From an optimization exercise on the open Yosys and OpenROAD flow, aimed at small area, a short achievable clock period and few clock cycles; shortcuts taken in it are not production practice. In this exercise RTL edits were held to simulation tests only and were not proved equivalent to the original.

==> flow/design.v <==
module bp_pcg (
    input  wire        clk,
    input  wire        rst,
    input  wire        cmd_valid,
    output wire        cmd_ready,
    input  wire [2:0]  cmd_op,
    input  wire [63:0] cmd_state_seed,
    input  wire [63:0] cmd_seq_seed,
    output reg         rsp_valid,
    output reg  [31:0] rsp_out,
    output wire [63:0] rsp_marker
);
    localparam [2:0] OP_NOP      = 3'd0,
                     OP_KEY_LOAD = 3'd1,
                     OP_SEQ_INIT = 3'd2,
                     OP_SEQ_NEXT = 3'd3,
                     OP_ADD_SEED = 3'd4,
                     OP_SEQ_SEED = 3'd5,
                     OP_RESET    = 3'd6;
    localparam [63:0] MULT = 64'd6364136223846793005;
    localparam [1:0] ST_IDLE  = 2'd0,
                     ST_ADD   = 2'd1,
                     ST_DRAW2 = 2'd2;
    reg [63:0] state_seed;
    reg [63:0] seq_seed;
    reg [63:0] pcg_state;
    reg [63:0] pcg_inc;
    reg [1:0]  step;
    wire [63:0] draw_next = pcg_state * MULT + (pcg_inc | 64'd1);
    wire [63:0] xs64      = (pcg_state ^ (pcg_state >> 18)) >> 27;
    wire [31:0] xorshifted = xs64[31:0];
    wire [4:0]  rot       = pcg_state[63:59];
    wire [31:0] draw_out  = (xorshifted >> rot) | (xorshifted << ((6'd32 - {1'b0, rot}) & 6'd31));
    wire [63:0] init_inc  = {seq_seed[62:0], 1'b1};
    assign cmd_ready = (step == ST_IDLE);
    wire accept = cmd_valid && cmd_ready;
    always @(posedge clk) begin
        if (rst) begin
            state_seed <= 64'd0;
            seq_seed   <= 64'd0;
            pcg_state  <= 64'd0;
            pcg_inc    <= 64'd1;
            rsp_out    <= 32'd0;
            rsp_valid  <= 1'b0;
            step       <= ST_IDLE;
        end else begin
            rsp_valid <= 1'b0;
            case (step)
                ST_IDLE: begin
                    if (accept) begin
                        case (cmd_op)
                            OP_KEY_LOAD: begin
                                state_seed <= cmd_state_seed;
                                seq_seed   <= cmd_seq_seed;
                                rsp_valid  <= 1'b1;
                            end
                            OP_SEQ_INIT: begin
                                pcg_inc   <= init_inc;
                                pcg_state <= 64'd0;
                                rsp_valid <= 1'b1;
                            end
                            OP_SEQ_NEXT: begin
                                pcg_state <= draw_next;
                                rsp_out   <= draw_out;
                                rsp_valid <= 1'b1;
                            end
                            OP_ADD_SEED: begin
                                pcg_state <= pcg_state + state_seed;
                                rsp_valid <= 1'b1;
                            end
                            OP_SEQ_SEED: begin
                                pcg_inc   <= init_inc;
                                pcg_state <= init_inc;
                                rsp_out   <= 32'd0;
                                step      <= ST_ADD;
                            end
                            OP_RESET: begin
                                state_seed <= 64'd0;
                                seq_seed   <= 64'd0;
                                pcg_state  <= 64'd0;
                                pcg_inc    <= 64'd1;
                                rsp_out    <= 32'd0;
                                rsp_valid  <= 1'b1;
                            end
                            default: begin
                                rsp_valid <= 1'b1;
                            end
                        endcase
                    end
                end
                ST_ADD: begin
                    pcg_state <= pcg_state + state_seed;
                    step      <= ST_DRAW2;
                end
                default: begin
                    pcg_state <= draw_next;
                    rsp_out   <= draw_out;
                    rsp_valid <= 1'b1;
                    step      <= ST_IDLE;
                end
            endcase
        end
    end
    genvar i;
    generate
        for (i = 0; i < 8; i = i + 1) begin : g_marker
            wire [3:0] nib = rsp_out[4*(7-i) +: 4];
            assign rsp_marker[8*i +: 8] = (nib < 4'd10) ? (8'h30 + {4'd0, nib})
                                                        : (8'h57 + {4'd0, nib});
        end
    endgenerate
endmodule
==> flow/run.sh <==
#!/bin/bash
# synth_recipe.tcl (not shown) runs the flow's synth.tcl, then flattens the netlist and writes it again
# the make line also repeats each setting of config.mk as NAME=value (left out here)
make -C /OpenROAD-flow-scripts/flow DESIGN_CONFIG=/design/flow/config.mk WORK_HOME=/design/flow/orfs CLKGATE_MAP_FILE= SYNTH_SCRIPT=/design/flow/synth_recipe.tcl finish
==> flow/config.mk <==
export PLATFORM = sky130hd
export DESIGN_NAME = bp_pcg
export DESIGN_NICKNAME = bp_pcg
export VERILOG_FILES = /design/flow/design.v
export SDC_FILE = /design/flow/constraint.sdc
export NUM_CORES = 4
export LEC_CHECK = 0
export CAP_MARGIN = 20
export CORE_MARGIN = 2
export CORE_UTILIZATION = 40
export SLEW_MARGIN = 20
==> flow/constraint.sdc <==
create_clock -name core_clock -period 11.0 [get_ports {clk}]
set_input_delay 2.2000 -clock core_clock [delete_from_list [all_inputs] [get_ports {clk}]]
set_output_delay 2.2000 -clock core_clock [all_outputs]
set_load 0.01 [all_outputs]
==> key figures <==
Floorplanning
  – Initial Util: 40.2%
  – # IOs: 232
  – Core box area: 133000 sq um
  – DIE AREA: 136000 sq um
  – Die Y: 369 microns
  – Row cnt: 134
  – Die width: 369 microns

Drt
  – Drt total wl: 188000 microns
  – Residual DRC: 0
  – Drt pass-1 iters: 6
  – Iteration-0 DRC Markers: 3900
  – Vias/cell: 5.46
  – WL/cell: 24.3 microns
  – Routed vias: 42331
  – Final ANT Viol Nets: 0

Timing
  – Hold Fails Final Rpt: 0
  – Setup violations, final: 0
  – Max Fclk: 0.102 GHz
  – Tcrit/Tclk final: 89.2%
  – Worst Tran Pin Value: 1.09 ns
  – Headroom to the max-slew limit: 27.2%
  – RSZ-0062 raised after global routing: no
  – Setup Skew: 0.0274 ns
  – Setup tns final: 0 ns
  – Final Max Tran Viols: 0
  – Final min period: 9.81 ns

Synthesis
  – Most frequent cell after synthesis: inv_1
  – Post-Syn Area: 53400 sq um
  – Async SR Flop Fraction: 0%
  – Synth Flop Type: dfxtp_1
  – Avg Cell Area, Syn: 9.12 sq um
  – Post-synth EDFFs: 0
  – Synth Instances: 5855
  – Share of the synthesized area in the top cell type: 36.0%
  – Sequential area share after synthesis: 10.8%
  – Synth cell types: 84
  – Synth top area cells: fa_1 36%, ha_1 16%, dfxtp_1 11%
  – Dominant cell type by area after synthesis: fa_1
  – Synth cell count leaders: 1314 x inv_1, 961 x fa_1, 683 x ha_1
  – Register bit count reported by yosys: 289
  – Yosys warns: 1

Clock network
  – Worst-path clk slew: 0.07 ns
  – Clock tree buffer depth: 3
  – # H-tree levels: 1
  – Worst skew pair latency: 0.62 ns
  – Hold Buf Count CTS: 0
  – Clock Tree Root: clkbuf_16
  – CTS resizes: 0
  – Inserted Clock Buffers: 29
  – CTS sink cnt: 289
  – # Post-CTS Setup Buffers: 0
  – CTS tree: done

Cells and area
  – Synth-to-Final Area Change: 10.0%
  – Final Net Count: 7745
  – Filler Cells Inserted: 13154
  – Share of layout cells above drive strength 1: 3.87%
  – Design Area, Final: 58700 sq um
  – Ant. Diodes: 0

Global routing
  – Antenna violations before repair: 0
  – Grt total ovfl: 0
  – GRT Resource Usage Total: 28.1%
  – Vias in the first global route: 43266
  – First-pass GRT wire length: 284000 microns
  – Largest net degree at the start of global routing: 140

Placed design
  – RD Place Congestion: 1.02
  – Area after DPL: 57700 sq um
  – Post-DP HPWL: 159000 microns
  – Port Buf Inserts: 214

Setup path
  – CP Capture Type: flop
  – CP required: 11.51 ns
  – Crit path DAT: 10.32 ns
  – Critical Path Most Common Cell: fa_1
  – Slowest-stage cell, CP: dfxtp_1
  – Launching element type of the critical path: flop
  – CP max stage delay: 0.83 ns
  – CP max FO: 9
  – WS Path Type: flop to flop

Outcome
  – Status: finished clean

Min path
  – Worst hold path class: flop to flop

Flow run
  – Maxcap violations: 0
final cells by class:
class                           instances  area, sq um  area share [%]
Multi-Input combinational cell       4015        41800            71.2
Sequential cell                       289         5790            9.86
Inverter                             1317         4940            8.42
Timing Repair Buffer                  315         2910            4.95
Tap cell                             1768         2210            3.77
Clock buffer                           33          761            1.30
Clock inverter                         21          290           0.494
path summary, 6_finish.rpt:
path / start / endpoint / slack, ns / cells past startpoint
setup / recovery: pcg_state[15] / pcg_state[54] / 1.19 / 28
hold / removal: pcg_inc[35] / pcg_inc[35] / 0.45 / 2
setup reg to reg: pcg_state[15] / pcg_state[54] / 1.19 / 28
hold reg to reg: pcg_inc[35] / pcg_inc[35] / 0.45 / 2
kinds of logic (layout without fill, tap and decap cells):
| kind of cell | after synthesis | count (layout) | share of synthesized area, % |
|---|---|---|---|
| adders and majority gates | 1644 | 1644 | 52.0 |
| buffers and inverters | 1565 | 1686 | 11.1 |
| AOI/OAI and AO/OA | 1040 | 1040 | 12.1 |
| and+or+nand+nor | 1030 | 1030 | 8.74 |
| DFF | 289 | 289 | 10.8 |
| xor gates and xnor gates | 219 | 219 | 3.59 |
| muxes | 66 | 66 | 1.52 |
| other | 2 | 16 | 0.0141 |
critical path, delay by kind of cell (launching register included):
kind,cells,cell delay (ns)
adders and majority gates,11,5.71
buffers and inverters,6,0.51
AOI/OAI and AO/OA,7,1.51
DFF,1,0.83
xor gates and xnor gates,1,0.35
and+or+nand+nor,3,0.76
layer usage:
layer	part of all wire, %	up-vias	track usage [%]
met5	0	-	0
met4	3.2	0	7.51
met3	9.2	271	4.26
met2	44	1891	43.0
met1	44	21170	41.1
li1	-	18999	-
sequential cells by signal, summed over array words and instances, names as in the netlist:
| name | cells |
|---|---|
| step | 2 |
| seq_seed | 63 |
| rsp_out | 32 |
| state_seed | 64 |
| pcg_state | 64 |
| pcg_inc | 63 |
| rsp_valid | 1 |
metrics by stage:
stage	utilization (%)	instances	hold slack (ns)	setup WS (ns)
2_1_floorplan	-	5869	0.432	2.82
3_3_place_gp	43.4	7704	0.438	1.45
3_5_place_dp	43.4	7704	0.445	1.47
6_report	44.2	7758	0.450	1.19
5_1_grt	44.2	7758	0.465	1.05
4_1_cts	44.2	7758	0.453	1.37
placed cells by master (no fill, tap or decap), types with 29 or more instances in the layout:
cell type        Yosys  final
inv_1             1314   1314
fa_1               961    961
ha_1               683    683
a21oi_1            484    482
nand2_1            399    398
dfxtp_1            289    282
nand3_1            224    222
clkdlybuf4s50_1      0    213
nor2_1             191    189
xnor2_1            167    164
o21ai_0            150    149
buf_4               16    101
a21o_1              73     72
nor3_1              57     56
xor2_1              52     51
a211oi_1            49     49
mux2i_1             46     46
a221oi_1            43     43
nand4_1             33     33
and2_1              29     29
clkbuf_16            0     29
Testbench counts, summed over its fixed seeds: cycles 20,234.

==> port drivers added, routing unchanged <==
Ports are ideal in the flow. The routed layout listed here was re-timed in OpenROAD. Step 1, drivers: a clkbuf_16 drives clk and a buf_2 each remaining input, both assumed. Step 2 also shifts input and output timing later by t, the mid clock arrival at the registers, as if the neighbouring blocks saw the same clock. Slacks: ideal ports / drivers / drivers and shift; pairs: ideal ports / drivers.
shift t [ns]: 0.675
setup WS [ns]: 1.192 / 1.192 / 1.192
worst setup path at the end: register to register
worst register clock-pin slew, ns: 0.08 / 0.08
worst data-port slew with drivers (ns): 0.08
After both steps setup and hold are still met in this run. The setup slack of this run moves by 0.000 ns with the drivers and by 0.000 ns with both steps.
